Source: an optimization exercise on an open RTL-to-GDS flow (aim: small area, a short achievable clock period and few clock cycles per item). Production flows keep margins and buffers that such runs may drop. Function was checked by simulation only, so behaviour that the tests miss may differ from the original.

Design mixpcm, start of the top module:
module mixpcm (
    input  wire        clk,
    input  wire        rst,
    input  wire        in_valid,
    output wire        in_ready,
    input  wire [31:0] in_v,
    input  wire [31:0] in_x,
    input  wire [31:0] in_gv,
    input  wire [31:0] in_gi,
    output reg         out_valid,
    output reg  [31:0] out_mix,
    output reg  [15:0] out_pcm,
    output reg         out_nan
);
Size: ~7600 cells after synthesis, roughly 180 I/O pins.
==> flow/config.mk <==
export PLATFORM = sky130hd
export DESIGN_NAME = mixpcm
export DESIGN_NICKNAME = mixpcm
export VERILOG_FILES = /design/flow/design.v
export SDC_FILE = /design/flow/constraint.sdc
export NUM_CORES = 4
export LEC_CHECK = 0
export CAP_MARGIN = 20
export CORE_MARGIN = 2
export CORE_UTILIZATION = 55
export SLEW_MARGIN = 20
export SYNTH_HIERARCHICAL = 1
export SYNTH_MINIMUM_KEEP_SIZE = 0
==> flow/constraint.sdc <==
create_clock -name core_clock -period 45.0 [get_ports {clk}]
set_input_delay 9.0000 -clock core_clock [delete_from_list [all_inputs] [get_ports {clk}]]
set_output_delay 9.0000 -clock core_clock [all_outputs]
set_load 0.01 [all_outputs]
standard.sh (not shown) runs the stock make flow with config.mk's settings and CLKGATE_MAP_FILE= SYNTH_SCRIPT=/design/flow/synth_recipe.tcl, a recipe that flattens the netlist after the stock synthesis.
==> flow/flow/run.sh <==
#!/bin/bash
# The standard layout (standard.sh) with two changes to how it is made:
# - the ports get plain sky130 buffers (buf_2) instead of the delay buffers
#   buffer_ports picks by default (still one buffer on every input and output);
# - ORFS's setup repair steps are asked for a slack margin close to the clock
#   period, so that they work the register-to-register paths down towards the
#   period the fixed I/O delays allow.
# Constraints, synthesis and every other step are the standard ones.
set -euo pipefail
bash standard.sh synth > synth.log 2>&1
bash standard.sh "BUFFER_PORTS_ARGS=-buffer_cell sky130_fd_sc_hd__buf_2" \
    SETUP_SLACK_MARGIN=34.9 finish > layout.log 2>&1
The baseline completed without violations.
Testbench counts at the start, summed over its fixed seeds: cycles 32,032, items 32,000.
Rerun with:
Settings changed: CORE_UTILIZATION 55 to 68, PLACE_DENSITY from default to 0.75.
=>
- The new run produced a clean layout
- cell count came out lower by 3.7%
- routed wire length went down by 1.3%


== v37 ==
Starting RTL as in the previous note.
## mixpcm
module mixpcm (
    input  wire        clk,
    input  wire        rst,
    input  wire        in_valid,
    output wire        in_ready,
    input  wire [31:0] in_v,
    input  wire [31:0] in_x,
    input  wire [31:0] in_gv,
    input  wire [31:0] in_gi,
    output reg         out_valid,
    output reg  [31:0] out_mix,
    output reg  [15:0] out_pcm,
    output reg         out_nan
);
Settings: LEC_CHECK=0, CAP_MARGIN=20, CORE_MARGIN=2, CORE_UTILIZATION=68, PLACE_DENSITY=0.75, SLEW_MARGIN=20, SYNTH_HIERARCHICAL=1, SYNTH_MINIMUM_KEEP_SIZE=0; clock period 45.0 ns.
==> flow/flow/run.sh <==
#!/bin/bash
# The standard layout (standard.sh) with two changes to how it is made:
# - the ports get plain sky130 buffers (buf_2) instead of the delay buffers
#   buffer_ports picks by default (still one buffer on every input and output);
# - ORFS's setup repair steps are asked for a slack margin close to the clock
#   period, so that they work the register-to-register paths down towards the
#   period the fixed I/O delays allow.
# Constraints, synthesis and every other step are the standard ones.
set -euo pipefail
bash standard.sh synth > synth.log 2>&1
bash standard.sh "BUFFER_PORTS_ARGS=-buffer_cell sky130_fd_sc_hd__buf_2" \
    SETUP_SLACK_MARGIN=34.8 finish > layout.log 2>&1
v37 finished end to end and its layout was clean on timing, DRC and antenna.
Testbench counts of v37, summed over its fixed seeds: cycles 32,032, items 32,000.
Relative to v37, the following input files were edited for v9:
-- flow/config.mk --
<<< v37, line 9
export CORE_MARGIN = 2
export CORE_UTILIZATION = 68
export PLACE_DENSITY = 0.75
export SLEW_MARGIN = 20
>>> v9, line 9
export CORE_MARGIN = 2
export CORE_UTILIZATION = 55
export SLEW_MARGIN = 20
Notes after the runs:
- Run comparison: v37 launching element of the worst setup path out_mix[30]; v9 launching element of the worst setup path out_mix[27]
- Every stage of the flow completed for v9, and the final layout passed the timing, design-rule and antenna checks.
- Compared with v37, in v9 final HPWL from detailed placement shows an increase of 3.7%; clock latency on the worst-skew pair shows an increase of 0.05 ns; routed wire length shows an increase of 0.99%; initial antenna violation count shows a reduction of 5.
- In the tables for v9 and v37, design area reads higher with v9.
- Register-to-register slack is higher on v37
- Against v37 as the reference, v9 delivers a lower amount of wire on met3 after detailed routing.
- Total number of clock tree sinks: v37 vs v9 identical
- Compared with v37, in v9 final critical delay including setup and external delays dropped 0.0084 ns.
### v9 -> v38
-- flow/flow/run.sh --
<<< v9, line 11
bash standard.sh "BUFFER_PORTS_ARGS=-buffer_cell sky130_fd_sc_hd__buf_2" \
    SETUP_SLACK_MARGIN=34.8 finish > layout.log 2>&1
>>> v38, line 11
bash standard.sh "BUFFER_PORTS_ARGS=-buffer_cell sky130_fd_sc_hd__buf_2" \
    SETUP_SLACK_MARGIN=35.1 finish > layout.log 2>&1
-- flow/config.mk --
<<< v9, line 9
export CORE_MARGIN = 2
export CORE_UTILIZATION = 55
export SLEW_MARGIN = 20
>>> v38, line 9
export CORE_MARGIN = 2
export CORE_UTILIZATION = 68
export PLACE_DENSITY = 0.75
export SLEW_MARGIN = 20
Results
v38 reports its start point of the critical path as out_pcm[14] while v9 reports out_mix[27]. v38 improves on v9 in clock period minus final worst setup slack. Looking at number of tap instances across v9 and v38, the one that comes out lower is v38. In the reports for v9 and v38, the larger fmax belongs to v38. From v9 to v38 the numbers moved as follows: summed area of non-filler cells in the final layout fell 0.36%; worst hold slack did not really move; sequential share of layout area comparable. When v38 is set beside v9, its setup slack after layout turns out to be 0.052 ns larger.

==> what the ideal ports hide <==
Ports are ideal in the flow. The routed layouts listed here were re-timed in OpenROAD.
Step 1 assumes that a clkbuf_16 drives the clock port and a buf_2 every other input.
Step 2, shift: input delay + t, output delay - t, t = (earliest + latest rising clock arrival at the registers) / 2. This alone moves slack from input paths to output paths.
Slacks: ideal ports / drivers / drivers and shift; pairs: ideal ports / drivers.
run | shift t [ns] | setup WS [ns] | pins driven straight from the clock port
the first run of note 1 | 0.736 | 34.868 / 34.786 / 34.573 | 1
the second run of note 1 | 0.704 | 34.907 / 34.829 / 34.406 | 1
v37 | 0.702 | 34.841 / 34.764 / 34.474 | 1
v9 | 0.735 | 34.850 / 34.768 / 34.581 | 1
v38 | 0.718 | 34.902 / 34.823 / 34.495 | 1
After both steps every run listed still meets setup and hold. The setup slack of the second run of note 1, which loses most, moves by -0.078 ns with the drivers and by -0.501 ns with both steps.
